Context: an optimization exercise on an open-source flow, tuned for small area and a short achievable clock period. The choices shown serve that exercise and are no tape-out recipe.
RTL that was checked went through simulation tests only; none was proved equivalent to the original.
The RTL of runs 1 and 3 to 6 was laid out without a check of its function.
Power is estimated from default activity; no workload was simulated.

**design/flow/design.v**
```verilog
module rbcmd_rb #(
    parameter C  = 200,
    parameter W  = 8,
    parameter SW = 8
) (
    input  wire          clk,
    input  wire          rst,
    input  wire          clr,
    input  wire          wr_en,
    input  wire [7:0]    wr_data,
    input  wire          rd_en,
    output reg  [7:0]    rd_data,
    output wire          empty,
    output wire          full,
    output wire [SW-1:0] size
);
    reg [8*C-1:0] sr;        
    reg [SW-1:0]  cnt;
    reg           empty_q;
    reg           full_q;
    assign size  = cnt;
    assign empty = empty_q;
    assign full  = full_q;
    wire fire = rd_en && !empty_q && !clr;
    always @(posedge clk)
        if (wr_en)
            sr <= {sr[8*C-9:0], wr_data};
    wire [15:0] lo_oh;
    wire [15:0] hi_oh;
    genvar g;
    generate
        for (g = 0; g < 16; g = g + 1) begin : g_dec
            assign lo_oh[g] = (cnt[3:0] == g);
            assign hi_oh[g] = (cnt[7:4] == g);
        end
    endgenerate
    integer h, l;
    reg [7:0] grp;
    always @(*) begin
        rd_data = 8'h00;
        for (h = 0; h < 13; h = h + 1) begin
            grp = 8'h00;
            for (l = 0; l < 16; l = l + 1)
                if (16*h + l >= 1 && 16*h + l <= C)
                    grp = grp | ({8{lo_oh[l]}} & sr[8*(16*h+l)-1 -: 8]);
            rd_data = rd_data | ({8{hi_oh[h]}} & grp);
        end
    end
    always @(posedge clk) begin
        if (rst || clr) begin
            cnt     <= {SW{1'b0}};
            empty_q <= 1'b1;
            full_q  <= 1'b0;
        end else if (wr_en && !fire) begin
            if (!full_q)
                cnt <= cnt + 1'b1;
            empty_q <= 1'b0;
            full_q  <= full_q || (cnt == C - 1);
        end else if (fire && !wr_en) begin
            cnt     <= cnt - 1'b1;
            empty_q <= (cnt == 1);
            full_q  <= 1'b0;
        end
    end
endmodule
module rbcmd (
    input  wire        clk,
    input  wire        rst,
    input  wire        clr,
    input  wire        wr_en,
    input  wire [7:0]  wr_data,
    input  wire        sleep_done,
    output wire        empty,
    output wire        full,
    output wire [7:0]  size,
    output wire        send_valid,
    output wire [1:0]  send_len,
    output wire [7:0]  send_b0,
    output wire [7:0]  send_b1,
    output wire [7:0]  send_b2,
    output wire        log_valid,
    output wire [3:0]  log_len,
    output wire [7:0]  log_b0,
    output wire [7:0]  log_b1,
    output wire [7:0]  log_b2,
    output wire [7:0]  log_b3,
    output wire [7:0]  log_b4,
    output wire [7:0]  log_b5,
    output wire [7:0]  log_b6,
    output wire [7:0]  log_b7,
    output wire [7:0]  log_b8,
    output wire [7:0]  log_b9,
    output wire [7:0]  log_b10,
    output wire [7:0]  log_b11,
    output wire [7:0]  log_b12,
    output wire [7:0]  log_b13,
    output wire [7:0]  log_b14,
    output wire        sleep_req,
    output wire [15:0] sleep_ms
);
    localparam [3:0] T_ECHO = 4'd1, T_ADD = 4'd2, T_DELAY = 4'd4, T_LOG = 4'd6;
    reg        s_ah, s_ap, x_echo, x_add, x_delay, x_log, s_dw;
    reg        t_add, t_delay;        
    reg  [3:0] len;
    reg  [3:0] need;
    reg  [3:0] idx;
    reg  [7:0] pl [0:14];
    wire       rd_en = s_ah || s_ap;
    wire [7:0] rd_data;
    rbcmd_rb #(.C(200), .W(8), .SW(8)) u_rb (
        .clk(clk), .rst(rst), .clr(clr),
        .wr_en(wr_en), .wr_data(wr_data),
        .rd_en(rd_en), .rd_data(rd_data),
        .empty(empty), .full(full), .size(size)
    );
    wire fire = rd_en && !empty && !clr;
    wire [3:0] hdr_t = rd_data[7:4];
    wire [3:0] hdr_l = rd_data[3:0];
    wire h_echo  = (hdr_t == T_ECHO);
    wire h_add   = (hdr_t == T_ADD);
    wire h_delay = (hdr_t == T_DELAY);
    wire h_log   = (hdr_t == T_LOG);
    wire h_known = h_echo || h_add || h_delay || h_log;
    wire h_zero  = h_echo || (h_log && hdr_l == 4'd0);
    wire last    = (idx + 4'd1 == need);
    wire [8:0] lo_sum = {1'b0, pl[1]} + {1'b0, rd_data};
    wire [7:0] hi_sum = pl[0] + rd_data;
    wire [7:0] hi_inc = pl[2] + 8'd1;
    integer i;
    always @(posedge clk) begin
        if (rst) begin
            s_ah    <= 1'b1;
            s_ap    <= 1'b0;
            x_echo  <= 1'b0;
            x_add   <= 1'b0;
            x_delay <= 1'b0;
            x_log   <= 1'b0;
            s_dw    <= 1'b0;
        end else begin
            if (s_ah) begin
                if (fire && h_known) begin
                    s_ah    <= 1'b0;
                    s_ap    <= !h_zero;
                    x_echo  <= h_echo;
                    x_log   <= h_log && hdr_l == 4'd0;
                end
            end
            if (s_ap) begin
                if (fire && last) begin
                    s_ap    <= 1'b0;
                    x_add   <= t_add;
                    x_delay <= t_delay;
                    x_log   <= !t_add && !t_delay;
                end
            end
            if (x_echo || x_add || x_log) begin
                x_echo <= 1'b0;
                x_add  <= 1'b0;
                x_log  <= 1'b0;
                s_ah   <= 1'b1;
            end
            if (x_delay) begin
                x_delay <= 1'b0;
                s_dw    <= 1'b1;
            end
            if (s_dw && sleep_done) begin
                s_dw <= 1'b0;
                s_ah <= 1'b1;
            end
        end
    end
    always @(posedge clk) begin
        if (s_ah && fire) begin
            t_add   <= h_add;
            t_delay <= h_delay;
            len     <= hdr_l;
            need    <= h_add ? 4'd4 : h_delay ? 4'd3 : hdr_l;
            idx     <= 4'd0;
        end
        if (s_ap && fire)
            idx <= idx + 4'd1;
        for (i = 0; i < 15; i = i + 1) begin
            if (s_ap && fire && idx == i) begin
                if (t_add && i == 2)
                    pl[i] <= hi_sum;
                else if (t_add && i == 3)
                    pl[i] <= lo_sum[7:0];
                else
                    pl[i] <= rd_data;
            end
        end
        if (s_ap && fire && t_add && idx == 4'd3 && lo_sum[8])
            pl[2] <= hi_inc;
    end
    wire n   = !rst;
    wire dwd = s_dw && sleep_done;
    wire e_echo  = n && x_echo;
    wire e_add   = n && x_add;
    wire e_delay = n && x_delay;
    wire e_dwd   = n && dwd;
    wire e_log   = n && x_log;
    assign send_valid = e_echo || e_add || e_dwd;
    assign send_len   = {e_add || e_dwd, e_echo || e_add};
    assign send_b0    = {1'b0, e_dwd, e_add, send_valid, 2'b00, e_add, e_dwd};
    assign send_b1    = {8{e_add || e_dwd}} & pl[2];
    assign send_b2    = {8{e_add}} & pl[3];
    assign sleep_req  = e_delay;
    assign sleep_ms   = {16{e_delay}} & {pl[0], pl[1]};
    assign log_valid  = e_log;
    assign log_len    = {4{e_log}} & len;
    wire [14:0] lb_on;
    genvar g;
    generate
        for (g = 0; g < 15; g = g + 1) begin : g_lb
            assign lb_on[g] = e_log && (len > g);
        end
    endgenerate
    assign log_b0  = {8{lb_on[0]}}  & pl[0];
    assign log_b1  = {8{lb_on[1]}}  & pl[1];
    assign log_b2  = {8{lb_on[2]}}  & pl[2];
    assign log_b3  = {8{lb_on[3]}}  & pl[3];
    assign log_b4  = {8{lb_on[4]}}  & pl[4];
    assign log_b5  = {8{lb_on[5]}}  & pl[5];
    assign log_b6  = {8{lb_on[6]}}  & pl[6];
    assign log_b7  = {8{lb_on[7]}}  & pl[7];
    assign log_b8  = {8{lb_on[8]}}  & pl[8];
    assign log_b9  = {8{lb_on[9]}}  & pl[9];
    assign log_b10 = {8{lb_on[10]}} & pl[10];
    assign log_b11 = {8{lb_on[11]}} & pl[11];
    assign log_b12 = {8{lb_on[12]}} & pl[12];
    assign log_b13 = {8{lb_on[13]}} & pl[13];
    assign log_b14 = {8{lb_on[14]}} & pl[14];
endmodule
```
**design/flow/run.sh**
```bash
#!/bin/bash
# synth_recipe.tcl (not shown) runs the flow's synth.tcl, then flattens the netlist and writes it again
# the make line also repeats each setting of config.mk as NAME=value (left out here)
make -C /OpenROAD-flow-scripts/flow DESIGN_CONFIG=/design/flow/config.mk WORK_HOME=/design/flow/orfs CLKGATE_MAP_FILE= SYNTH_SCRIPT=/design/flow/synth_recipe.tcl finish
```
**design/flow/config.mk**
```make
export PLATFORM = sky130hd
export DESIGN_NAME = rbcmd
export DESIGN_NICKNAME = rbcmd
export VERILOG_FILES = /design/flow/design.v
export SDC_FILE = /design/flow/constraint.sdc
export NUM_CORES = 4
export LEC_CHECK = 0
export CAP_MARGIN = 20
export CORE_MARGIN = 2
export CORE_UTILIZATION = 40
export SETUP_SLACK_MARGIN = 5
export SLEW_MARGIN = 20
```
**design/flow/constraint.sdc**
```tcl
create_clock -name core_clock -period 10.0 [get_ports {clk}]
set_input_delay 2.0000 -clock core_clock [delete_from_list [all_inputs] [get_ports {clk}]]
set_output_delay 2.0000 -clock core_clock [all_outputs]
set_load 0.01 [all_outputs]
```
==> summary.txt, run 1 <==
RSZ-0062 raised after global routing true; Worst Hold Class reg2reg; Sum Neg Setup Slack 0 ns; remaining global-route overflow 0; Max Cap Violations 0; Worst Path Class, Setup in2out; core area 167000 µm²; PortBufs 188; max_slew headroom 0.274; largest fanout on the critical path 5; Final nets 4371; All-Layer GR Usage 0.232; Worst Setup End Kind output pin; first-pass GRT wire length 291 mm; Hold Path Sink u_rb.sr[16]; Hold Path Origin u_rb.sr[8]; post-route cell area 80800 µm²; Startpoint Class primary input; synthesized instance count 3921; ys async rst share 0; largest net degree at the start of global routing 186; die width 414 µm; initial antenna violation count 8; crit share post-route 0.525; row cnt 150; drt pass-1 iters 6; CTS tree done; worst setup margin 4.75 ns; drt first-iter violations 6950; Worst Path Arrival 3.25 ns; final hold vios 0; placed inst area 71900 µm²; die area 172000 µm²; vias in the first global route 39600; Yosys reg bits 1751; via count 41600; share of layout cells above drive strength 1 0.213; area delta synth->final 20.0%; number of enable flip-flop cells after synthesis 1734; Max Slew Vio Count 0; final RePlAce weighted congestion 0.821; reg2reg path depth 17; sequential share of the synthesized area 0.778; residual DRC count 0; # fillers 13900; Min Hold Slack 0.427 ns; Unique masters post-synth 87; root buffer cell clkbuf_16; PwrDens 195 nW/µm²; reg-to-reg setup timing slack 4.80 ns; clock skew 0.0355 ns; Post-DP HPWL 113 mm; reg2reg end pl[2][2]; crit path time final 5.25 ns; most used flip-flop cell after synthesis edfxtp_1; pre-CTS setup slack 2.83 ns; CTS HTree Levels 4; Hold Path Cell Cnt 0; Die Y-Extent 414 µm; Peak VDD IR 0.164 mV; Post-Route WL 208 mm; # setup viols final 0; Clock transition at path regs 0.06 ns; R2R Path Start u_rb.cnt[5]; Power, Total 15800 µW; Syn. warnings 3; IO Count 192; outcome no timing/DRC/antenna violations; leakage power 0.0274 µW; Post-Syn Area 67400 µm²; CTS sink cnt 1751; Final ANT Viol Nets 0; drt wl/cell 31.1 µm; Clk Latency, worst-skew pair 0.82 ns; fmax 0.190 GHz; clk buf depth 3; Via density 6.23; Slew @ Worst Pin 1.09 ns; Crit path required time 8.00 ns; Initial Utilization 0.403; CTS Buf Count 175; Avg Cell Area, Syn 17.2 µm²
-- logic make-up after synthesis --
| kind of cell | Yosys count | synth area share |
|---|---|---|
| muxes | 137 | 0.0217 |
| DFF | 1751 | 0.778 |
| xor gates and xnor gates | 32 | 0.00416 |
| other | 1 | 0.0000557 |
| and+or+nand+nor | 655 | 0.0532 |
| AOI/OAI and AO/OA | 1025 | 0.117 |
| adders and majority gates | 29 | 0.00561 |
| buffers and inverters | 291 | 0.0207 |
-- layout make-up --
class	instances	area, µm²	area share
multi-input combinational	1885	14600	0.181
sequential	1751	52400	0.649
clock inverter	93	785	0.00971
inverter	25	124	0.00153
clock buffer	228	4690	0.0581
antenna	3	7.51	0.0000929
tap	2204	2760	0.0341
timing repair buffer	491	5390	0.0666
-- power by group --
group / switching, µW / total, µW / leakage (µW) / internal, µW
Combinational: 419 / 647 / 0.00763 / 227
Clock: 2850 / 6400 / 0.00268 / 3550
Sequential: 225 / 8750 / 0.0170 / 8520
Total: 3490 / 15800 / 0.0274 / 12300
-- Yosys cell counts (all sizes together) (22+ instances only) --
library cell / instances / area share
a21oi: 123 / 0.0091
a221o: 22 / 0.0033
a221oi: 92 / 0.012
a222oi: 101 / 0.015
a22o: 93 / 0.012
a22oi: 260 / 0.029
a31oi: 63 / 0.0059
and2: 148 / 0.014
and3: 46 / 0.0043
buf: 159 / 0.013
clkbuf: 107 / 0.0060
edfxtp: 1734 / 0.77
ha: 27 / 0.0050
inv: 25 / 0.0014
mux2: 41 / 0.0069
mux2i: 93 / 0.014
nand2: 129 / 0.0072
nand3: 78 / 0.0058
nor2: 87 / 0.0048
nor2b: 40 / 0.0038
nor3: 23 / 0.0017
o21ai: 62 / 0.0046
o22ai: 23 / 0.0021
o2bb2ai: 48 / 0.0062
-- critical path: stages --
cell	delay (ns)
buf_12	0.08
buf_8	0.14
buf_12	0.12
nor2_4	0.05
or2_4	0.26
buf_4	0.15
and2_1	0.16
dlygate4sd2_1	0.28
-- how the worst max path moves through the flow --
stage                            from    endpoint  slack, ns  cells past startpoint
after CTS                         rst   log_b1[1]       4.73                      8
final                             rst  send_b1[4]       4.75                      8
after floorplan                   rst  send_b1[0]       5.00                      5
after global routing      u_rb.cnt[1]    pl[2][1]       4.69                     22
after detailed placement          rst   log_b4[2]       2.83                      6
after global placement            rst   log_b4[6]       2.97                      6
-- flip-flops by register name (all words and copies together), names as in the netlist --
name	count
x_delay	1
x_echo	1
u_rb.empty_q	1
t_add	1
pl	120
u_rb.sr	1600
s_ap	1
u_rb.cnt	8
len	4
x_add	1
t_delay	1
x_log	1
s_dw	1
need	4
u_rb.full_q	1
s_ah	1
idx	4
-- layout by cell type (no fill, tap or decap), types with 59 or more instances in the layout --
cell type	count
a22o_1	93
a221oi_1	79
a22oi_1	259
edfxtp_1	1734
a222oi_1	101
a31oi_1	59
buf_4	166
clkbuf_16	182
and2_4	73
nor2_1	77
buf_6	144
nand2_1	124
and2_1	74
a21oi_1	112
mux2i_1	93
nand3_1	78
-- per-layer routing --
metal  track usage  vias to the layer above  part of all wire
li1              -                    17000                 -
met1         0.323                    21400              0.39
met2         0.360                     2854              0.46
met3        0.0502                      396              0.11
met4        0.0852                       10             0.038
met5             0                        -           0.00034
-- stage by stage --
step           instances  utilization
2_1_floorplan       3923            -
3_3_place_gp        6164        0.430
3_5_place_dp        6165        0.430
4_1_cts             6637        0.477
5_1_grt             6678        0.483
6_report            6680        0.483
-- what timing repair did --
| item | CTS | global route |
|---|---|---|
| resized for setup | 820 | 219 |
| endpoints found under the setup margin | 212 | 156 |
| cloned | 21 | 3 |
| setup buffers | 130 | 37 |
| hold buffers | 0 | 0 |
| pin swaps | 101 | 91 |
==> inputs of run 2 (changes only) <==
--- a/design/flow/design.v
+++ b/design/flow/design.v
@@ -27,22 +27,7 @@
             sr <= {sr[8*C-9:0], wr_data};
-    wire [15:0] lo_oh;
-    wire [15:0] hi_oh;
-    genvar g;
-    generate
-        for (g = 0; g < 16; g = g + 1) begin : g_dec
-            assign lo_oh[g] = (cnt[3:0] == g);
-            assign hi_oh[g] = (cnt[7:4] == g);
-        end
-    endgenerate
-    integer h, l;
-    reg [7:0] grp;
+    integer i;
     always @(*) begin
         rd_data = 8'h00;
-        for (h = 0; h < 13; h = h + 1) begin
-            grp = 8'h00;
-            for (l = 0; l < 16; l = l + 1)
-                if (16*h + l >= 1 && 16*h + l <= C)
-                    grp = grp | ({8{lo_oh[l]}} & sr[8*(16*h+l)-1 -: 8]);
-            rd_data = rd_data | ({8{hi_oh[h]}} & grp);
-        end
+        for (i = 1; i <= C; i = i + 1)
+            rd_data = rd_data | ({8{cnt == i}} & sr[8*i-1 -: 8]);
     end
--- a/design/flow/config.mk
+++ b/design/flow/config.mk
@@ -10,3 +10,2 @@
 export CORE_UTILIZATION = 40
-export SETUP_SLACK_MARGIN = 5
 export SLEW_MARGIN = 20
==> summary.txt, run 2 <==
outcome no timing/DRC/antenna violations; root buffer cell clkbuf_16; die area 177000 µm² (+3.1%); post-CTS setup buffers 0 (-100%); drt wl/cell 39.2 µm (+26%); Most flops, register u_rb.sr; Clk Latency, worst-skew pair 0.85 ns (+0.03 ns); clock skew 0.0299 ns (-0.00556 ns); Max Cap Violations 0 (unchanged); Post-Syn Area 69500 µm² (+3.2%); CTS sink cnt 1751 (unchanged); Initial Utilization 0.404 (+0.000996); Final nets 4688 (+7.3%); reg2reg path depth 18 (+1); CTS tree done; Worst Path Class, Setup reg2reg; CTS Hold Bufs 0 (unchanged); remaining global-route overflow 0 (unchanged); Via density 6.89 (+11%); top flop regs u_rb.sr (1600), pl (120), u_rb.cnt (8); row cnt 152 (+1.3%); Avg Cell Area, Syn 15.6 µm² (-9.4%); clk buf depth 3 (unchanged); largest net degree at the start of global routing 186 (unchanged); PwrDens 203 nW/µm² (+4.0%); residual DRC count 0 (unchanged); share of layout cells above drive strength 1 0.108 (-0.105); # setup viols final 0 (unchanged); Syn. warnings 3 (unchanged); max_slew headroom 0.167 (-0.107); most frequent cell after synthesis edfxtp_1; CTS HTree Levels 4 (unchanged); Worst Path Arrival 8.34 ns (+5.09 ns); Slew @ Worst Pin 1.25 ns (+0.160 ns); Min Hold Slack 0.433 ns (+0.00574 ns); die width 421 µm (+1.6%); Crit path required time 10.51 ns (+2.51 ns); top cell type's share of synthesized area 0.749 (-0.0238); number of enable flip-flop cells after synthesis 1734 (unchanged); Clock transition at path regs 0.07 ns (about the same); Worst Hold Class reg2reg; Peak VDD IR 0.145 mV (-11%); most frequent cells in the layout edfxtp_1, nand3_1, a22oi_1; Final ANT Viol Nets 0 (unchanged); All-Layer GR Usage 0.307 (+0.0751); crit path time final 7.84 ns (+2.58 ns); sequential share of the synthesized area 0.754 (-0.0240); ys async rst share 0 (unchanged); Startpoint Class flip-flop; Hold Path Cell Cnt 0 (unchanged); IO Count 192 (unchanged); Worst Setup End Kind flip-flop; leading area contributor after synthesis edfxtp_1; Post-DP HPWL 181 mm (+61%); Gates resized, CTS repair 0 (-100%); Die Y-Extent 421 µm (+1.6%); drt pass-1 iters 9 (+3); synthesized instance count 4464 (+14%); most used flip-flop cell after synthesis edfxtp_1; Yosys reg bits 1751 (unchanged); Synth area leaders edfxtp_1, nand3_1, a22oi_1, and2_1, a32oi_1; fmax 0.128 GHz (-33%); vias in the first global route 45600 (+15%); PortBufs 188 (unchanged); final RePlAce weighted congestion 1.03 (+25%); initial antenna violation count 24 (+16); Post-Route WL 279 mm (+34%); Sum Neg Setup Slack 0 ns (unchanged); leakage power 0.0261 µW (-4.5%); crit share post-route 0.784 (+0.258); top post-synthesis cells by count edfxtp_1, nand3_1, a22oi_1, clkbuf_1, and2_1; core area 172000 µm² (+2.9%); Unique masters post-synth 88 (+1.1%); area delta synth->final 15.4%; largest fanout on the critical path 26 (+21); Max Slew Vio Count 0 (unchanged); via count 49000 (+18%); number of flip-flops in the largest register 1600 (unchanged); commonest non-fill, non-tap cell in the layout edfxtp_1; final hold vios 0 (unchanged); first-pass GRT wire length 376 mm (+29%); drt first-iter violations 10800 (+56%); RSZ-0062 raised after global routing false; CTS Buf Count 179 (+2.3%)
==> run 2: cell count changes after synthesis, sizes merged, moves of 59 or more <==
cell	previous run	this run
clkbuf	107	166
a32oi	9	86
nand3	78	451
nand4	18	112
a221oi	92	24
o22ai	23	94
a222oi	101	19
mux2i	93	21
==> run 2: layout make-up <==
type | count | area (µm²)
fill | 14800 | 91900
timing repair buffer | 344 | 3190
multi-input combinational | 2337 | 15700
tap | 2310 | 2890
antenna | 10 | 25.0
inverter | 33 | 124
sequential | 1751 | 52400
clock buffer | 226 | 4700
clock inverter | 102 | 1140
==> run 2: cell families after synthesis <==
family / synth area share
simple gates: 0.107
buf+inv: 0.0242
other cells: 0.0000540
mux: 0.00805
compound gates: 0.0970
fa+ha+maj: 0.00544
xor+xnor: 0.00391
flops: 0.754
==> run 2: worst paths after layout <==
check                startpoint       endpoint  slack [ns]
hold reg to reg   u_rb.sr[1040]  u_rb.sr[1048]        0.43
hold / removal    u_rb.sr[1040]  u_rb.sr[1048]        0.43
setup reg to reg    u_rb.cnt[0]       pl[2][1]        2.16
setup / recovery    u_rb.cnt[0]       pl[2][1]        2.16
==> run 2: metal layers <==
metal	GRT usage	wire length, µm
met5	0.00328	142
met4	0.188	20000
met3	0.112	43700
met2	0.433	116000
met1	0.403	98600
==> run 2: power breakdown <==
group	internal, µW	leakage, µW	switching, µW	total, µW
registers	8540	0.0170	325	8860
logic	154	0.00624	499	652
clock network	3820	0.00284	2980	6790
total	12500	0.0261	3800	16300
==> run 2: metrics by stage <==
step                      total power (µW)  area, µm²  std cells  utilization  worst slack [ns]
after floorplan                       9050      69500       4466            -              4.38
after global routing                 16600      80200       7104        0.466              2.18
after global placement                9600      74300       6775        0.432              2.40
final                                16300      80200       7113        0.466              2.16
after detailed placement              9600      74300       6775        0.432              2.39
after CTS                            16300      80200       7103        0.466              2.36
==> run 2: worst max-delay path: stages, from the launching register on <==
cell	delay (ns)
dfxtp_1	0.55
inv_1	0.25
ha_4	0.36
buf_4	0.34
and3_4	0.39
buf_4	0.39
a22o_1	0.34
a311oi_1	0.43
o221ai_1	0.41
or4b_1	0.65
nor4_4	0.80
inv_2	0.45
ha_1	0.48
a21oi_1	0.08
o21bai_1	0.23
a21o_1	0.16
a21oi_1	0.06
nor2_1	0.64
a21o_1	0.34
==> inputs of run 3 (changes only) <==
--- a/design/flow/design.v
+++ b/design/flow/design.v
@@ -11,3 +11,3 @@
     input  wire          rd_en,
-    output reg  [7:0]    rd_data,
+    output wire [7:0]    rd_data,
     output wire          empty,
@@ -27,8 +27,2 @@
             sr <= {sr[8*C-9:0], wr_data};
-    integer i;
-    always @(*) begin
-        rd_data = 8'h00;
-        for (i = 1; i <= C; i = i + 1)
-            rd_data = rd_data | ({8{cnt == i}} & sr[8*i-1 -: 8]);
-    end
     always @(posedge clk) begin
@@ -49,2 +43,54 @@
     end
+    wire [7:0]  col;
+    wire [25:0] row;
+    genvar g, b;
+    generate
+        for (g = 0; g < 8; g = g + 1) begin : g_col
+            assign col[g] = (cnt[2:0] == g);
+        end
+        for (g = 0; g < 26; g = g + 1) begin : g_row
+            assign row[g] = (cnt[7:3] == g);
+        end
+    endgenerate
+    wire [8*208-1:0] slot = {{8*(208-C-1){1'b0}}, sr, sr[7:0]};
+    wire [7:0] rv [0:25];
+    generate
+        for (g = 0; g < 25; g = g + 1) begin : g_rv
+            for (b = 0; b < 8; b = b + 1) begin : g_bit
+                wire x_n, y_n, z_n;
+                rbcmd_ao3 u_x (.s0(col[0]), .s1(col[1]), .s2(col[2]),
+                               .d0(slot[64*g + 8*0 + b]), .d1(slot[64*g + 8*1 + b]),
+                               .d2(slot[64*g + 8*2 + b]), .y_n(x_n));
+                rbcmd_ao3 u_y (.s0(col[3]), .s1(col[4]), .s2(col[5]),
+                               .d0(slot[64*g + 8*3 + b]), .d1(slot[64*g + 8*4 + b]),
+                               .d2(slot[64*g + 8*5 + b]), .y_n(y_n));
+                rbcmd_ao3 u_z (.s0(col[6]), .s1(col[7]), .s2(col[0]),
+                               .d0(slot[64*g + 8*6 + b]), .d1(slot[64*g + 8*7 + b]),
+                               .d2(slot[64*g + 8*0 + b]), .y_n(z_n));
+                assign rv[g][b] = ~(x_n & y_n & z_n);
+            end
+        end
+    endgenerate
+    assign rv[25] = slot[8*C +: 8];
+    generate
+        for (b = 0; b < 8; b = b + 1) begin : g_rd
+            wire [8:0] t_n;
+            for (g = 0; g < 8; g = g + 1) begin : g_t
+                rbcmd_ao3 u_t (.s0(row[3*g]), .s1(row[3*g+1]), .s2(row[3*g+2]),
+                               .d0(rv[3*g][b]), .d1(rv[3*g+1][b]), .d2(rv[3*g+2][b]),
+                               .y_n(t_n[g]));
+            end
+            rbcmd_ao3 u_t8 (.s0(row[24]), .s1(row[25]), .s2(row[0]),
+                            .d0(rv[24][b]), .d1(rv[25][b]), .d2(rv[0][b]),
+                            .y_n(t_n[8]));
+            assign rd_data[b] = ~&t_n;
+        end
+    endgenerate
+endmodule
+module rbcmd_ao3 (
+    input  wire s0, s1, s2,
+    input  wire d0, d1, d2,
+    output wire y_n
+);
+    assign y_n = ~((s0 & d0) | (s1 & d1) | (s2 & d2));
 endmodule
@@ -179,13 +225,14 @@
     end
-    wire n   = !rst;
-    wire dwd = s_dw && sleep_done;
-    wire e_echo  = n && x_echo;
-    wire e_add   = n && x_add;
-    wire e_delay = n && x_delay;
-    wire e_dwd   = n && dwd;
-    wire e_log   = n && x_log;
-    assign send_valid = e_echo || e_add || e_dwd;
-    assign send_len   = {e_add || e_dwd, e_echo || e_add};
+    wire x_ea = x_echo || x_add;
+    wire e_ea, e_add, e_b1, e_dwd, e_delay, e_log;
+    rbcmd_g3 u_sv  (.a(x_ea),    .b(s_dw), .c(sleep_done), .r(rst), .y(send_valid));
+    rbcmd_g1 u_ea  (.a(x_ea),    .r(rst), .y(e_ea));
+    rbcmd_g1 u_add (.a(x_add),   .r(rst), .y(e_add));
+    rbcmd_g3 u_b1  (.a(x_add),   .b(s_dw), .c(sleep_done), .r(rst), .y(e_b1));
+    rbcmd_g2 u_dwd (.b(s_dw),    .c(sleep_done), .r(rst), .y(e_dwd));
+    rbcmd_g1 u_dl  (.a(x_delay), .r(rst), .y(e_delay));
+    rbcmd_g1 u_log (.a(x_log),   .r(rst), .y(e_log));
+    assign send_len   = {e_b1, e_ea};
     assign send_b0    = {1'b0, e_dwd, e_add, send_valid, 2'b00, e_add, e_dwd};
-    assign send_b1    = {8{e_add || e_dwd}} & pl[2];
+    assign send_b1    = {8{e_b1}} & pl[2];
     assign send_b2    = {8{e_add}} & pl[3];
@@ -199,3 +246,3 @@
         for (g = 0; g < 15; g = g + 1) begin : g_lb
-            assign lb_on[g] = e_log && (len > g);
+            rbcmd_g1 u_lb (.a(x_log && (len > g)), .r(rst), .y(lb_on[g]));
         end
@@ -218 +265,25 @@
 endmodule
+module rbcmd_g1 (
+    input  wire a,
+    input  wire r,
+    output wire y
+);
+    assign y = a & ~r;
+endmodule
+module rbcmd_g2 (
+    input  wire b,
+    input  wire c,
+    input  wire r,
+    output wire y
+);
+    assign y = b & c & ~r;
+endmodule
+module rbcmd_g3 (
+    input  wire a,
+    input  wire b,
+    input  wire c,
+    input  wire r,
+    output wire y
+);
+    assign y = (a | (b & c)) & ~r;
+endmodule
--- a/design/flow/config.mk
+++ b/design/flow/config.mk
@@ -10,2 +10,4 @@
 export CORE_UTILIZATION = 40
+export SETUP_SLACK_MARGIN = 5
 export SLEW_MARGIN = 20
+export SYNTH_HIERARCHICAL = 1
==> summary.txt, run 3 <==
number of flip-flops in the largest register 1600 (unchanged); Sum Neg Setup Slack 0 ns (unchanged); ys async rst share 0 (unchanged); final RePlAce weighted congestion 0.787 (-23%); met3 usage in global routing 0.0612 (-0.0506); # setup viols final 0 (unchanged); Via density 6.44 (-6.5%); remaining global-route overflow 0 (unchanged); top flop regs u_rb.sr (1600), pl (120), u_rb.cnt (8); Worst Setup End Kind flip-flop; drt first-iter violations 9183 (-15%); All-Layer GR Usage 0.214 (-0.0936); Startpoint Class flip-flop; final hold vios 0 (unchanged); largest fanout on the critical path 13 (-50%); placed inst area 69300 µm² (-6.7%); largest net degree at the start of global routing 189 (+1.6%); root buffer cell clkbuf_16; PwrDens 206 nW/µm² (+1.2%); area delta synth->final 23.5%; number of enable flip-flop cells after synthesis 1734 (unchanged); Worst Path Class, Setup reg2reg; Yosys reg bits 1751 (unchanged); post-route cell area 79000 µm² (-1.4%); Most flops, register u_rb.sr; IO Count 192 (unchanged); CTS tree done; residual DRC count 0 (unchanged); most frequent cell after synthesis edfxtp_1; most frequent cells in the layout edfxtp_1, a222oi_1, nand3_1; outcome no timing/DRC/antenna violations; Global Route met2 Usage 0.310 (-0.123); leakage power 0.0269 µW (+3.0%); reg-to-reg setup timing slack 4.59 ns (+2.43 ns); row cnt 146 (-3.9%); clock skew 0.0303 ns (+0.000399 ns); Unique masters post-synth 72 (-18%); Worst Hold Class reg2reg; first-pass GRT wire length 260 mm (-31%); clk buf depth 3 (unchanged); Slew @ Worst Pin 1.10 ns (-0.151 ns); PortBufs 188 (unchanged); drt wl/cell 29.6 µm (-24%); GR peak layer met1; Clk Latency, worst-skew pair 0.81 ns (-0.04 ns); drt pass-1 iters 10 (+1); Worst Path Arrival 5.90 ns (-2.44 ns); die area 163000 µm² (-7.8%); Peak VDD IR 0.198 mV (+36%); Final ANT Viol Nets 0 (unchanged); pre-CTS setup slack 3.63 ns (+1.24 ns); Syn. warnings 9 (+6); synthesized instance count 3215 (-28%); fmax 0.185 GHz (+45%); via count 39400 (-20%); Clock transition at path regs 0.07 ns (about the same); Post-Syn Area 64000 µm² (-7.9%); CTS Hold Bufs 0 (unchanged); initial antenna violation count 9 (-63%); Crit path required time 10.50 ns (about the same); crit path from u_rb.cnt[0]; Avg Cell Area, Syn 19.9 µm² (+28%); CTS Buf Count 171 (-4.5%); Initial Utilization 0.404 (about the same); top cell type's share of synthesized area 0.814 (+0.0643); reg2reg end pl[2][6]; Synth area leaders edfxtp_1, a222oi_1, and2_1, nand3_1, ha_1; top post-synthesis cells by count edfxtp_1, a222oi_1, nand3_1, and2_1, nor2_1; die width 404 µm (-4.0%); worst setup margin 4.59 ns (+2.43 ns); CTS sink cnt 1751 (unchanged); max_slew headroom 0.268 (+0.101); crit share post-route 0.541 (-0.243); commonest non-fill, non-tap cell in the layout edfxtp_1; Post-DP HPWL 85.0 mm (-53%); Final nets 3960 (-16%); sequential share of the synthesized area 0.819 (+0.0648); reg2reg path depth 20 (+2); # fillers 12800 (-13%); Die Y-Extent 404 µm (-4.0%); vias in the first global route 37400 (-18%); Setup crit end pl[2][6]; R2R Path Start u_rb.cnt[0]; RSZ-0062 raised after global routing true; share of layout cells above drive strength 1 0.196 (+0.0877); Post-Route WL 181 mm (-35%); most used flip-flop cell after synthesis edfxtp_1; GRT met1 Usage 0.312 (-0.0917); leading area contributor after synthesis edfxtp_1; CTS HTree Levels 4 (unchanged); Max Slew Vio Count 0 (unchanged); Max Cap Violations 0 (unchanged); core area 159000 µm² (-7.9%); crit path time final 5.41 ns (-2.43 ns)
-- run 3: changes by cell type after synthesis, sizes merged, moves of 53 or more --
cell,delta
clkbuf,-158
nand4,-96
a22oi,-275
and3,-54
buf,-162
a32oi,-85
a21oi,-53
nand2,-87
o21ai,-60
nand3,-241
a22o,-75
o22ai,-94
a222oi,+653
-- run 3: cells by family (layout without fill, tap and decap cells) --
family                     count (synthesis)  after routing  share of synthesized area
DFF                                     1751           1751                      0.819
buffers and inverters                     43            869                    0.00338
and+or+nand+nor                          613            621                     0.0542
muxes                                     10             10                    0.00172
AOI/OAI and AO/OA                        743            743                      0.112
other                                      1              6                  0.0000586
xor gates and xnor gates                  23             23                    0.00315
adders and majority gates                 31             31                    0.00629
-- run 3: worst min path at each step --
stage,startpoint,end,depth (start not counted)
after detailed placement,u_rb.sr[552],u_rb.sr[560],0
after global placement,u_rb.sr[1493],u_rb.sr[1501],0
after CTS,u_rb.sr[145],u_rb.sr[153],0
final,u_rb.sr[145],u_rb.sr[153],0
after global routing,u_rb.sr[204],u_rb.sr[212],0
after floorplan,x_delay,x_delay,1
-- run 3: power by group --
| part | total (µW) | internal (µW) | switching (µW) |
|---|---|---|---|
| Combinational | 1070 | 450 | 621 |
| Clock | 6440 | 3670 | 2770 |
| Sequential | 8750 | 8530 | 223 |
-- run 3: routing by layer --
metal  vias up  part of all wire
met5         -           0.00021
met4         6             0.028
met3       312              0.13
met2      2834              0.44
met1     20100              0.40
li1      16200                 -
-- run 3: stage by stage --
step	cells	hold WS (ns)	util	power, µW
2_1_floorplan	3217	0.420	-	9210
4_1_cts	6082	0.428	0.494	16300
5_1_grt	6124	0.441	0.498	16700
3_3_place_gp	5532	0.428	0.437	9620
3_5_place_dp	5534	0.431	0.437	9630
6_report	6126	0.431	0.499	16300
-- run 3: per-module statistics from Yosys (local to each module, per instance), a selection --
| module | copies in the design | flip-flops and latches | cells inside |
|---|---|---|---|
| rbcmd_g2 | 1 | 0 | 1 |
| rbcmd_g3 | 2 | 0 | 2 |
| rbcmd_g1 | 19 | 0 | 1 |
| rbcmd | 1 | 141 | 558 |
| rbcmd_ao3 | 672 | 0 | 1 |
-- run 3: area by class of cell --
type	count	area (µm²)	share of cell area
Clock buffer	212	4470	0.0566
Sequential cell	1751	52400	0.663
Multi-Input combinational cell	1431	12000	0.152
Clock inverter	96	1040	0.0132
Timing Repair Buffer	543	6390	0.0809
Tap cell	2072	2590	0.0328
Antenna cell	3	7.51	0.0000950
Inverter	18	75.1	0.000950
-- run 3: worst max-delay path, cell delays in order (launching register included) --
cell	delay [ns]
dfxtp_4	0.40
inv_6	0.06
ha_4	0.17
and2_4	0.15
buf_4	0.15
buf_16	0.15
a222oi_1	0.44
nand3_1	0.18
a222oi_1	0.78
nand4_1	0.71
nor2_1	0.26
nand4_1	0.24
buf_12	0.26
ha_4	0.29
o21ai_4	0.06
nor2_4	0.14
o31ai_4	0.08
a21o_4	0.24
buf_6	0.12
buf_6	0.12
nand2_8	0.08
-- run 3: timing repair --
action                                  in CTS  in global routing
endpoints found under the setup margin     198                154
buffers inserted                           188                 34
pin swaps                                   92                 61
cloned                                      52                  7
gates resized for setup                    397                186
==> inputs of run 4 (changes only) <==
--- a/design/flow/config.mk
+++ b/design/flow/config.mk
@@ -10,2 +10,3 @@
 export CORE_UTILIZATION = 40
+export CTS_BUF_LIST = sky130_fd_sc_hd__clkbuf_8
 export SETUP_SLACK_MARGIN = 5
==> summary.txt, run 4 <==
R2R Path Start u_rb.cnt[1]; Avg Cell Area, Syn 19.9 µm² (unchanged); most used flip-flop cell after synthesis edfxtp_1; reg-to-reg setup timing slack 4.51 ns (-0.08 ns); synthesized instance count 3215 (unchanged); commonest non-fill, non-tap cell in the layout edfxtp_1; clock skew 0.0589 ns (+0.0286 ns); Worst Hold Class reg2reg; CTS sink cnt 1751 (unchanged); max_slew headroom 0.259 (-0.00883); Post-DP HPWL 85.0 mm (unchanged); Sum Neg Setup Slack 0 ns (unchanged); leading area contributor after synthesis edfxtp_1; die area 163000 µm² (unchanged); crit path time final 5.49 ns (+0.0841 ns); crit share post-route 0.549 (+0.00841); top post-synthesis cells by count edfxtp_1, a222oi_1, nand3_1, and2_1, nor2_1; Die Y-Extent 404 µm (unchanged); first-pass GRT wire length 260 mm (-0.36%); pre-CTS setup slack 3.63 ns (unchanged); Crit path required time 10.72 ns (+0.22 ns); max incr delay on CP 0.99 ns (+0.21 ns); outcome no timing/DRC/antenna violations; residual DRC count 0 (unchanged); worst setup margin 4.51 ns (-0.0841 ns); top flop regs u_rb.sr (1600), pl (120), u_rb.cnt (8); fmax 0.182 GHz (-1.5%); Unique masters post-synth 72 (unchanged); most frequent cell after synthesis edfxtp_1; fin util 0.493 (-0.00559); Worst Path Arrival 6.21 ns (+0.31 ns); Power, Total 15400 µW (-5.4%); final hold vios 0 (unchanged); Final nets 4061 (+2.6%); CTS tree done; drt first-iter violations 9119 (-0.70%); CP cell instances inv_4 > ha_4 > nor2b_4 > clkbuf_16 > buf_6 > buf_8 > buf_16 > a222oi_1 > nand3_1 > a222oi_1 > nand2_1 > nor2_1 > nand4_1 > buf_12 > fa_2 > a211oi_2 > nor2_4 > o31ai_4 > a21o_4 > mux2_4; Initial Utilization 0.404 (unchanged); Peak VDD IR 0.126 mV (-37%); Slew @ Worst Pin 1.11 ns (+0.0132 ns); core area 159000 µm² (unchanged); via count 40000 (+1.5%); # setup viols final 0 (unchanged); Final ANT Viol Nets 0 (unchanged); leakage power 0.0269 µW (about the same); Synth area leaders edfxtp_1, a222oi_1, and2_1, nand3_1, ha_1; Yosys reg bits 1751 (unchanged); Most Frequent Cell on Critical Path a222oi_1; Max Slew Vio Count 0 (unchanged); area delta synth->final 22.1%; number of flip-flops in the largest register 1600 (unchanged); most frequent cells in the layout edfxtp_1, a222oi_1, clkbuf_8; drt wl/cell 28.9 µm (-2.5%); All-Layer GR Usage 0.212 (-0.00167); Post-Syn Area 64000 µm² (unchanged); final RePlAce weighted congestion 0.787 (unchanged); root buffer cell clkbuf_8; die width 404 µm (unchanged); ys async rst share 0 (unchanged); Worst Path Class, Setup reg2reg; Startpoint Class flip-flop; PortBufs 188 (unchanged); Min Hold Slack 0.396 ns (-0.0346 ns); largest fanout on the critical path 6 (-7); drt pass-1 iters 12 (+2); number of enable flip-flop cells after synthesis 1734 (unchanged); RSZ-0062 raised after global routing true; CP max stage cell a222oi_1; Syn. warnings 9 (unchanged); largest net degree at the start of global routing 189 (unchanged); sequential share of the synthesized area 0.819 (unchanged); Clk Latency, worst-skew pair 0.98 ns (+0.17 ns); # fillers 13000 (+2.1%); initial antenna violation count 8 (-1); vias in the first global route 38100 (+1.8%); CTS Buf Count 294 (+72%); Worst Setup End Kind flip-flop; remaining global-route overflow 0 (unchanged); Hold Path Origin u_rb.sr[73]; row cnt 146 (unchanged); top cell type's share of synthesized area 0.814 (unchanged); Most flops, register u_rb.sr; crit path from u_rb.cnt[1]; Via density 6.38 (-0.98%); Post-Route WL 181 mm (about the same); CTS HTree Levels 5 (+1); IO Count 192 (unchanged); PwrDens 197 nW/µm² (-4.3%); share of layout cells above drive strength 1 0.203 (+0.00695); Max Cap Violations 0 (unchanged); Clock transition at path regs 0.06 ns (about the same); clk buf depth 4 (+1)
run 4: cell types whose count changed in the layout (fill, tap and decap cells not counted), moves of 7 or more:
cell,before,now
buf_4,201,164
buf_6,50,66
bufinv_16,19,3
clkbuf_1,38,0
clkbuf_16,180,11
clkbuf_8,2,300
clkinv_1,36,57
clkinv_2,22,15
inv_1,15,115
inv_6,9,2
run 4: where the power goes:
group	internal (µW)	switching [µW]	total [µW]
clock	2840	2780	5620
combinational	423	597	1020
sequential	8530	225	8750
total	11800	3600	15400
run 4: path summary, 6_finish.rpt:
kind,cells past startpoint,to
setup reg to reg,20,pl[2][1]
hold / removal,0,u_rb.sr[81]
setup / recovery,20,pl[2][1]
hold reg to reg,0,u_rb.sr[81]
run 4: kinds of logic (layout without fill, tap and decap cells):
group                      Yosys count  after routing  synth area share
adders and majority gates           31             31           0.00629
and+or+nand+nor                    613            621            0.0542
AOI/OAI and AO/OA                  743            743             0.112
DFF                               1751           1751             0.819
xor gates and xnor gates            23             23           0.00315
buffers and inverters               43           1021           0.00338
other                                1              7         0.0000586
muxes                               10             10           0.00172
run 4: layout make-up:
class / count / area, µm² / share of cell area
sequential: 1751 / 52400 / 0.671
multi-input combinational: 1431 / 11900 / 0.153
timing repair buffer: 521 / 6180 / 0.0791
clock buffer: 300 / 4130 / 0.0528
tap: 2072 / 2590 / 0.0332
clock inverter: 182 / 808 / 0.0103
inverter: 18 / 75.1 / 0.000960
antenna: 4 / 10.0 / 0.000128
run 4: modules after synthesis, one instance, submodules excluded, a selection:
module	cells inside	times used
rbcmd_g2	1	1
rbcmd_ao3	1	672
rbcmd_g3	2	2
rbcmd_g1	1	19
rbcmd	558	1
run 4: critical path, delay by kind of cell (launching register included):
family                     cells  cell delay (ns)
DFF                            1             0.41
and+or+nand+nor                6             0.91
AOI/OAI and AO/OA              5             2.14
muxes                          1             0.31
adders and majority gates      2             0.58
buffers and inverters          6             0.88
run 4: metrics by stage:
step	instance area [µm²]	std cells
floorplan	64100	3217
global placement	69300	5532
detailed placement	69300	5534
CTS	77400	6233
global route	78200	6279
finish	78200	6279
run 4: timing repair:
item,4_1_cts,5_1_grt
gates cloned,46,10
setup buffers,171,30
endpoints found under the setup margin,198,158
hold buffers,0,0
gates resized for setup,367,215
pin swaps,87,59
run 4: routing by layer:
metal	part of all wire	wire length [µm]	vias to the layer above	global-route usage
li1	-	-	16400	-
met1	0.41	73800	20300	0.316
met2	0.44	79800	2965	0.308
met3	0.13	22700	336	0.0470
met4	0.027	4970	2	0.0712
met5	0.000066	12	-	0
==> inputs of run 5 (changes only) <==
--- a/design/flow/design.v
+++ b/design/flow/design.v
@@ -135,3 +135,2 @@
     reg  [3:0] len;
-    reg  [3:0] need;
     reg  [3:0] idx;
@@ -155,3 +154,4 @@
     wire h_zero  = h_echo || (h_log && hdr_l == 4'd0);
-    wire last    = (idx + 4'd1 == need);
+    wire last    = t_add   ? (idx == 4'd3) :
+                   t_delay ? (idx == 4'd2) : (idx + 4'd1 == len);
     wire [8:0] lo_sum = {1'b0, pl[1]} + {1'b0, rd_data};
@@ -207,3 +207,2 @@
             len     <= hdr_l;
-            need    <= h_add ? 4'd4 : h_delay ? 4'd3 : hdr_l;
             idx     <= 4'd0;
==> design/flow/flow/run.sh (new file) <==
#!/bin/bash
# Layout flow: the standard flow (standard synthesis unchanged), with
#  - timing repair aimed at a setup slack of SETUP_MARGIN ns instead of 5,
#  - clock tree synthesis without dummy loads and with a smaller buffer.
# Each tool's output goes to the ORFS logs under orfs/logs; make's own
# output goes to make.log here.
set -uo pipefail
SETUP_MARGIN=5.6
CTS="-sink_clustering_enable -repair_clock_nets -dont_use_dummy_load"
bash standard.sh SETUP_SLACK_MARGIN=$SETUP_MARGIN "CTS_ARGS=$CTS" finish > make.log 2>&1
rc=$?
cp -r orfs/logs flow_logs 2>/dev/null
exit $rc
==> design/flow/standard.sh (new file) <==
#!/bin/bash
# synth_recipe.tcl (not shown) runs the flow's synth.tcl, then flattens the netlist and writes it again
# the make line also repeats each setting of config.mk as NAME=value (left out here)
make -C /OpenROAD-flow-scripts/flow DESIGN_CONFIG=/design/flow/config.mk WORK_HOME=/design/flow/orfs CLKGATE_MAP_FILE= SYNTH_SCRIPT=/design/flow/synth_recipe.tcl "${@:-finish}"
--- a/design/flow/config.mk
+++ b/design/flow/config.mk
@@ -10,3 +10,2 @@
 export CORE_UTILIZATION = 40
-export CTS_BUF_LIST = sky130_fd_sc_hd__clkbuf_8
 export SETUP_SLACK_MARGIN = 5
removed: design/flow/run.sh
==> summary.txt, run 5 <==
RSZ-0062 raised after global routing true; Sw Share 0.217 (-0.0171); CP max stage cell buf_16; Crit path required time 8.00 ns (-2.72 ns); # setup viols final 0 (unchanged); top flop regs u_rb.sr (1600), pl (120), u_rb.cnt (8); top post-synthesis cells by count edfxtp_1, a222oi_1, nand3_1, and2_1, nor2_1; row cnt 146 (unchanged); leading area contributor after synthesis edfxtp_1; Worst Path Arrival 3.14 ns (-3.07 ns); FF+latch area 52300 µm² (-0.23%); All-Layer GR Usage 0.214 (+0.00142); Hold Path Origin u_rb.sr[1253]; Die Y-Extent 404 µm (-0.10%); internal power 12000 µW (+2.0%); top cell type's share of synthesized area 0.813 (about the same); sequential share of power 0.569 (about the same); CTS sink cnt 1747 (-0.23%); Clk Latency, worst-skew pair 0.79 ns (-0.19 ns); leakage power 0.0268 µW (-0.38%); first-pass GRT wire length 259 mm (about the same); max_slew headroom 0.245 (-0.0142); outcome no timing/DRC/antenna violations; placed inst area 69300 µm² (about the same); crit path time final 5.14 ns (-0.350 ns); commonest non-fill, non-tap cell in the layout edfxtp_1; PwrDens 193 nW/µm² (-1.8%); CTS tree done; Max Cap Violations 0 (unchanged); PortBufs 188 (unchanged); Yosys reg bits 1747 (-0.23%); Slew @ Worst Pin 1.13 ns (+0.0213 ns); die width 404 µm (-0.10%); clock skew 0.0614 ns (+0.00247 ns); clk buf depth 3 (-1); R2R Path Start u_rb.cnt[0]; Worst Hold Class reg2reg; most frequent cells in the layout edfxtp_1, a222oi_1, buf_6; Hold Path Sink u_rb.sr[1261]; CTS Buf Count 176 (-40%); Startpoint Class primary input; Hold Path Cell Cnt 0 (unchanged); drt pass-1 iters 11 (-1); Clock transition at path regs 0.06 ns (about the same); share of layout cells above drive strength 1 0.260 (+0.0575); Switch Pwr 3330 µW (-7.5%); Post-Route WL 180 mm (-0.69%); Via density 6.50 (+2.0%); via count 39100 (-2.3%); most frequent cell after synthesis edfxtp_1; # fillers 12600 (-2.9%); CTS Hold Bufs 0 (unchanged); vias in the first global route 37300 (-2.1%); remaining global-route overflow 0 (unchanged); Clock power frac 0.364 (about the same); die area 163000 µm² (-0.21%); final RePlAce weighted congestion 0.797 (+1.2%); Worst Setup End Kind output pin; synthesized instance count 3197 (-0.56%); residual DRC count 0 (unchanged); Peak VDD IR 0.201 mV (+60%); Sum Neg Setup Slack 0 ns (unchanged); combinational power share 0.067 (about the same); CP cell instances buf_12 > buf_16 > buf_6 > nor2b_4 > buf_6 > buf_12 > buf_6 > buf_6 > and2_4 > buf_6; ys async rst share 0 (unchanged); Avg Cell Area, Syn 20.0 µm² (+0.35%); number of enable flip-flop cells after synthesis 1730 (-0.23%); area occupied by multi-input gates 12300 µm² (+3.0%); IO Count 192 (unchanged); reg2reg path depth 21 (+5.0%); final hold vios 0 (unchanged); delay-heaviest family, CP buffers and inverters; post-route cell area 79400 µm² (+1.5%); drt wl/cell 29.9 µm (+3.7%); Synth area leaders edfxtp_1, a222oi_1, and2_1, nand3_1, ha_1; crit share post-route 0.514 (-0.0350); CP Buf/Inv Count 8 (+2); Unique masters post-synth 74 (+2.8%); core area 159000 µm² (unchanged); root buffer cell clkbuf_16; sequential share of the synthesized area 0.819 (about the same); max incr delay on CP 0.15 ns (-0.84 ns); Post-Syn Area 63900 µm² (-0.21%); most used flip-flop cell after synthesis edfxtp_1; largest net degree at the start of global routing 196 (+3.7%); initial antenna violation count 2 (-6); area delta synth->final 24.2%; Worst Path Class, Setup in2out; fmax 0.195 GHz (+6.8%); Final ANT Viol Nets 0 (unchanged); Most Frequent Cell on Critical Path buf_6; largest fanout on the critical path 8 (+2); CTS HTree Levels 4 (-1); Post-DP HPWL 87.7 mm (+3.1%); Most flops, register u_rb.sr; drt first-iter violations 9077 (-0.46%); number of flip-flops in the largest register 1600 (unchanged); Initial Utilization 0.403 (-0.000852); reg2reg end pl[2][1]; Syn. warnings 9 (unchanged); Max Slew Vio Count 0 (unchanged); Final nets 3989 (-1.8%); reg-to-reg setup timing slack 4.93 ns (+0.42 ns)
[run 5: cell types whose count changed after synthesis, sizes merged, moves of 3 or more]
cell	change
a21oi	-7
nand2	-3
nor3	-3
nor2	-7
mux2i	+5
edfxtp	-4
[run 5: worst max-delay path by stage]
stage | cells after the start | slack (ns) | from | end
2_1_floorplan | 17 | 2.15 | u_rb.cnt[0] | pl[2][1]
3_3_place_gp | 16 | 3.51 | u_rb.cnt[2] | pl[2][1]
3_5_place_dp | 16 | 3.39 | u_rb.cnt[2] | pl[2][1]
4_1_cts | 10 | 4.85 | rst | log_b11[0]
5_1_grt | 21 | 4.77 | u_rb.cnt[0] | pl[2][1]
6_report | 10 | 4.86 | rst | log_b11[0]
[run 5: final cells by class]
class                      instances  share of cell area
antenna                            1           0.0000315
clock buffer                     176              0.0555
inverter                          16            0.000851
multi-input combinational       1412               0.155
sequential                      1747               0.659
tap                             2072              0.0327
timing repair buffer             592              0.0968
[run 5: logic make-up after synthesis]
logic type               Yosys count  synth area share
XOR/XNOR                          23           0.00339
flip-flops                      1747             0.819
AND/OR/NAND/NOR                  600            0.0536
AO/OA/AOI/OAI                    737             0.112
multiplexers                      14           0.00233
adder cells (fa/ha/maj)           31           0.00631
buffers and inverters             44           0.00349
other                              1         0.0000587
[run 5: what timing repair did]
action / 4_1_cts / 5_1_grt
endpoints found under the setup margin: 287 / 223
gates cloned: 45 / 2
pin swaps: 198 / 89
buffers inserted: 225 / 44
gates resized for setup: 1137 / 240
[run 5: metal layers]
layer  up-vias  global-route usage  wire (µm)
met5         -                   0          0
met4         0              0.0761       6280
met3       366              0.0424      20300
met2      2781               0.319      80700
met1     19900               0.311      72700
li1      16100                   -          -
[run 5: power by group through the flow]
stage | clock [µW] | sequential [µW] | combinational (µW)
finish | 5590 | 8740 | 1020
global route | 5960 | 8770 | 1080
CTS | 5690 | 8720 | 982
detailed placement | 0 | 8860 | 740
global placement | 0 | 8860 | 733
floorplan | 0 | 8770 | 413
[run 5: stage by stage]
| stage | setup slack (ns) | power, µW | util | cells | hold WS [ns] |
|---|---|---|---|---|---|
| after floorplan | 2.15 | 9180 | - | 3199 | 0.425 |
| after global placement | 3.51 | 9590 | 0.437 | 5522 | 0.426 |
| after detailed placement | 3.39 | 9600 | 0.437 | 5523 | 0.432 |
| after CTS | 4.85 | 15400 | 0.493 | 5969 | 0.411 |
| after global routing | 4.77 | 15800 | 0.500 | 6016 | 0.424 |
| final | 4.86 | 15400 | 0.500 | 6016 | 0.408 |
[run 5: worst reg2reg max path, stage by stage, from the launching register on]
cell and delay, ns:
dfxtp_4 0.40, inv_6 0.05, ha_4 0.16, nor2b_4 0.16
clkbuf_16 0.20, buf_16 0.15, a222oi_1 0.39, nand3_1 0.14
a222oi_1 0.74, nand2_1 0.21, nor2_4 0.17, nand4_1 0.13
buf_6 0.19, buf_12 0.13, fa_2 0.39, a21oi_2 0.16
nor2_2 0.07, o21ai_2 0.21, a21oi_2 0.10, o31ai_2 0.19
buf_4 0.18, mux2_4 0.30
[run 5: Yosys stat by module (local to each module, per instance), excerpt]
module | flip-flops and latches | cells inside
rbcmd_g2 | 0 | 1
rbcmd_g1 | 0 | 1
rbcmd_g3 | 0 | 2
rbcmd | 137 | 540
rbcmd_ao3 | 0 | 1
==> inputs of run 6 (changes only) <==
--- a/design/flow/design.v
+++ b/design/flow/design.v
@@ -156,5 +156,2 @@
                    t_delay ? (idx == 4'd2) : (idx + 4'd1 == len);
-    wire [8:0] lo_sum = {1'b0, pl[1]} + {1'b0, rd_data};
-    wire [7:0] hi_sum = pl[0] + rd_data;
-    wire [7:0] hi_inc = pl[2] + 8'd1;
     integer i;
@@ -211,14 +208,5 @@
             idx <= idx + 4'd1;
-        for (i = 0; i < 15; i = i + 1) begin
-            if (s_ap && fire && idx == i) begin
-                if (t_add && i == 2)
-                    pl[i] <= hi_sum;
-                else if (t_add && i == 3)
-                    pl[i] <= lo_sum[7:0];
-                else
-                    pl[i] <= rd_data;
-            end
-        end
-        if (s_ap && fire && t_add && idx == 4'd3 && lo_sum[8])
-            pl[2] <= hi_inc;
+        for (i = 0; i < 15; i = i + 1)
+            if (s_ap && fire && idx == i)
+                pl[i] <= rd_data;
     end
@@ -235,4 +223,5 @@
     assign send_b0    = {1'b0, e_dwd, e_add, send_valid, 2'b00, e_add, e_dwd};
-    assign send_b1    = {8{e_b1}} & pl[2];
-    assign send_b2    = {8{e_add}} & pl[3];
+    wire [15:0] add_r = {pl[0], pl[1]} + {pl[2], pl[3]};
+    assign send_b1    = {8{e_b1}} & (x_add ? add_r[15:8] : pl[2]);
+    assign send_b2    = {8{e_add}} & add_r[7:0];
     assign sleep_req  = e_delay;
==> summary.txt, run 6 <==
outcome no timing/DRC/antenna violations; Hold Path Cell Cnt 0 (unchanged); Unique masters post-synth 70 (-5.4%); residual DRC count 0 (unchanged); Clock power frac 0.366 (+0.002); remaining global-route overflow 0 (unchanged); first-pass GRT wire length 241 mm (-7.0%); core area 158000 µm² (-0.23%); clock skew 0.0844 ns (+0.0230 ns); leading area contributor after synthesis edfxtp_1; CTS sink cnt 1747 (unchanged); largest net degree at the start of global routing 194 (-1.0%); Startpoint Class flip-flop; initial antenna violation count 3 (+1); crit share post-route 0.523 (+0.00892); Peak VDD IR 0.212 mV (+5.5%); drt first-iter violations 8432 (-7.1%); Final nets 3916 (-1.8%); worst setup margin 4.77 ns (-0.0892 ns); Post-Route WL 173 mm (-3.8%); drt pass-1 iters 11 (unchanged); Die Y-Extent 403 µm (-0.14%); Switch Pwr 3220 µW (-3.5%); Max Slew Vio Count 0 (unchanged); Worst Hold Class reg2reg; vias in the first global route 36300 (-2.8%); Initial Utilization 0.403 (about the same); sequential share of power 0.580 (+0.011); Max Cap Violations 0 (unchanged); CTS HTree Levels 4 (unchanged); Worst Path Class, Setup reg2out; largest fanout on the critical path 4 (-4); via count 38500 (-1.6%); final hold vios 0 (unchanged); ys async rst share 0 (unchanged); reg2reg path depth 19 (-9.5%); synthesized instance count 3182 (-0.47%); Final ANT Viol Nets 0 (unchanged); IO Count 192 (unchanged); top post-synthesis cells by count edfxtp_1, a222oi_1, nand3_1, and2_1, nor2_1; Slew @ Worst Pin 1.22 ns (+0.0901 ns); top flop regs u_rb.sr (1600), pl (120), u_rb.cnt (8); post-route cell area 77900 µm² (-1.9%); CP max stage cell edfxtp_1; crit path time final 5.23 ns (+0.0892 ns); Crit path required time 8.00 ns (about the same); most frequent cell after synthesis edfxtp_1; most frequent cells in the layout edfxtp_1, a222oi_1, buf_6; Synth Area in Adders 0.00582 (-0.000493); PwrDens 193 nW/µm² (about the same); share of layout cells above drive strength 1 0.244 (-0.0164); Syn. warnings 9 (unchanged); Synth Area in Simple Gates 0.0525 (-0.00112); All-Layer GR Usage 0.196 (-0.0177); Via density 6.48 (-0.39%); final RePlAce weighted congestion 0.799 (+0.31%); most used flip-flop cell after synthesis edfxtp_1; CP cell instances ha_2 > buf_6 > a211oi_4 > o21ai_2 > o211ai_1 > a21oi_2 > mux2i_2 > mux2i_4 > buf_2; Sum Neg Setup Slack 0 ns (unchanged); multiplexer area fraction after synthesis 0.000314 (-0.00202); Post-DP HPWL 83.4 mm (-4.9%); # setup viols final 0 (unchanged); # fillers 12700 (+0.55%); drt wl/cell 29.1 µm (-2.7%); max incr delay on CP 0.43 ns (+0.28 ns); root buffer cell clkbuf_16; fin util 0.492 (-0.00829); row cnt 146 (unchanged); Clk Latency, worst-skew pair 0.80 ns (about the same); top cell type's share of synthesized area 0.816 (+0.00232); Synth area leaders edfxtp_1, a222oi_1, nand3_1, and2_1, ha_1; CTS Buf Count 173 (-1.7%); area delta synth->final 22.3%; XOR/XNOR share of the synthesized area 0.00257 (-0.000815); Yosys reg bits 1747 (unchanged); CTS tree done; combinational power share 0.055 (-0.012); sequential share of the synthesized area 0.821 (+0.00233); max_slew headroom 0.181 (-0.0631); pre-CTS setup slack 3.90 ns (+0.512 ns); Placed Cells 5501 (-0.40%); largest family of logic cells by synthesized area compound AO/OA/AOI/OAI gates; die area 162000 µm² (-0.28%); RSZ-0062 raised after global routing true; number of enable flip-flop cells after synthesis 1730 (unchanged); Finished Layout Cells 5945 (-1.2%); PortBufs 188 (unchanged); number of flip-flops in the largest register 1600 (unchanged); commonest non-fill, non-tap cell in the layout edfxtp_1; Worst Setup End Kind output pin; fmax 0.191 GHz (-1.7%); Sw Share 0.214 (-0.00348); clk buf depth 3 (unchanged); Post-Syn Area 63700 µm² (-0.28%); Worst Path Arrival 3.23 ns (+0.09 ns); Clock transition at path regs 0.06 ns (about the same); die width 403 µm (-0.14%); Avg Cell Area, Syn 20.0 µm² (+0.19%); leakage power 0.0260 µW (-3.0%); placed inst area 69000 µm² (-0.37%); internal power 11800 µW (-1.5%); Synth Area in Compound Gates 0.115 (+0.00244); Most flops, register u_rb.sr
run 6: area by class of cell:
type                    instances  area, µm²  share of cell area
flip-flops and latches       1747      52300               0.672
multi-input cells            1402      12100               0.155
repair buffers                535       6480              0.0832
clock buffers                 173       4330              0.0556
well taps                    2072       2590              0.0333
inverters                      15       58.8            0.000755
diodes                          1       2.50           0.0000321
run 6: routing by layer:
layer,wire length [µm],part of all wire,vias up,track usage
met1,70800,0.41,19800,0.288
met4,4240,0.025,2,0.0602
met5,13,0.000075,-,0
li1,-,-,15900,-
met2,78300,0.45,2542,0.295
met3,19700,0.11,250,0.0385
run 6: logic make-up (layout without fill, tap and decap cells):
| family | Yosys count | after routing |
|---|---|---|
| AO/OA/AOI/OAI | 758 | 758 |
| XOR/XNOR | 17 | 17 |
| buffers and inverters | 41 | 723 |
| adder cells (fa/ha/maj) | 29 | 29 |
| other | 1 | 4 |
| AND/OR/NAND/NOR | 587 | 593 |
| flip-flops | 1747 | 1747 |
| multiplexers | 2 | 2 |
run 6: power groups by stage:
stage | clock network [µW] | registers, µW | logic (µW)
after floorplan | 0 | 8770 | 364
after global placement | 0 | 8850 | 675
after detailed placement | 0 | 8860 | 680
after CTS | 5610 | 8710 | 749
after global routing | 5880 | 8760 | 874
final | 5500 | 8730 | 823
run 6: path summary, 6_finish.rpt:
check | start | slack [ns] | end
worst max-delay path | pl[1][0] | 4.77 | send_b1[7]
worst max register to register | u_rb.cnt[1] | 5.67 | x_log
worst min register to register | u_rb.sr[1319] | 0.41 | u_rb.sr[1327]
worst min-delay path | u_rb.sr[1319] | 0.41 | u_rb.sr[1327]
run 6: what timing repair did:
item	in CTS	in global routing
pin swaps	89	110
endpoints found under the setup margin	280	170
resized for setup	984	291
setup buffers	142	85
hold endpoints to repair	0	0
gates cloned	21	22
hold buffers	0	0
run 6: per-stage QoR:
| stage | power (µW) | hold slack, ns |
|---|---|---|
| 6_report | 15100 | 0.407 |
| 5_1_grt | 15500 | 0.416 |
| 4_1_cts | 15100 | 0.409 |
| 3_5_place_dp | 9540 | 0.411 |
| 3_3_place_gp | 9520 | 0.402 |
| 2_1_floorplan | 9130 | 0.392 |
run 6: critical path: cells and delay by family (launching register included):
family                   cells  cell delay, ns
AO/OA/AOI/OAI                4            0.93
adder cells (fa/ha/maj)      1            0.23
buffers and inverters        2            0.27
flip-flops                   1            0.43
multiplexers                 2            0.56
run 6: Yosys stat by module (local to each module, per instance), a selection:
module     cell area [µm²]  flops+latches
rbcmd                 6570            137
rbcmd_ao3             10.0              0
rbcmd_g1              13.8              0
rbcmd_g2              8.76              0
rbcmd_g3              8.76              0

## port drivers added, routing unchanged
Ports are ideal in the flow. The routed layouts listed here were re-timed in OpenROAD. Step 1 (the two cells are an assumption about what drives the block):
set clk [get_ports {clk}]
set_driving_cell -lib_cell sky130_fd_sc_hd__clkbuf_16 $clk
set_driving_cell -lib_cell sky130_fd_sc_hd__buf_2 [delete_from_list [all_inputs] $clk]
Step 2 times the ports against the registers' clock, not the clock port: input delays grow and output delays shrink by t, the midpoint of the rising clock arrivals with the driver on. Three values: no drivers, after step 1, after step 2; two values: the first two.
run | t (ns) | setup slack, ns | worst slew at a driven data input, ns
run 1 | 0.875 | 4.745 / 4.673 / 4.673 | 0.10
run 2 | 0.925 | 2.164 / 2.164 / 2.164 | 0.09
run 3 | 0.869 | 4.594 / 4.594 / 4.594 | 0.11
run 4 | 1.018 | 4.510 / 4.510 / 4.510 | 0.12
run 5 | 0.849 | 4.860 / 4.811 / 4.811 | 0.12
run 6 | 0.835 | 4.771 / 4.700 / 4.786 | 0.09
After both steps setup and hold are still met in every run listed. The setup slack of run 1, which loses most, moves by -0.072 ns with the drivers and by -0.072 ns with both steps.
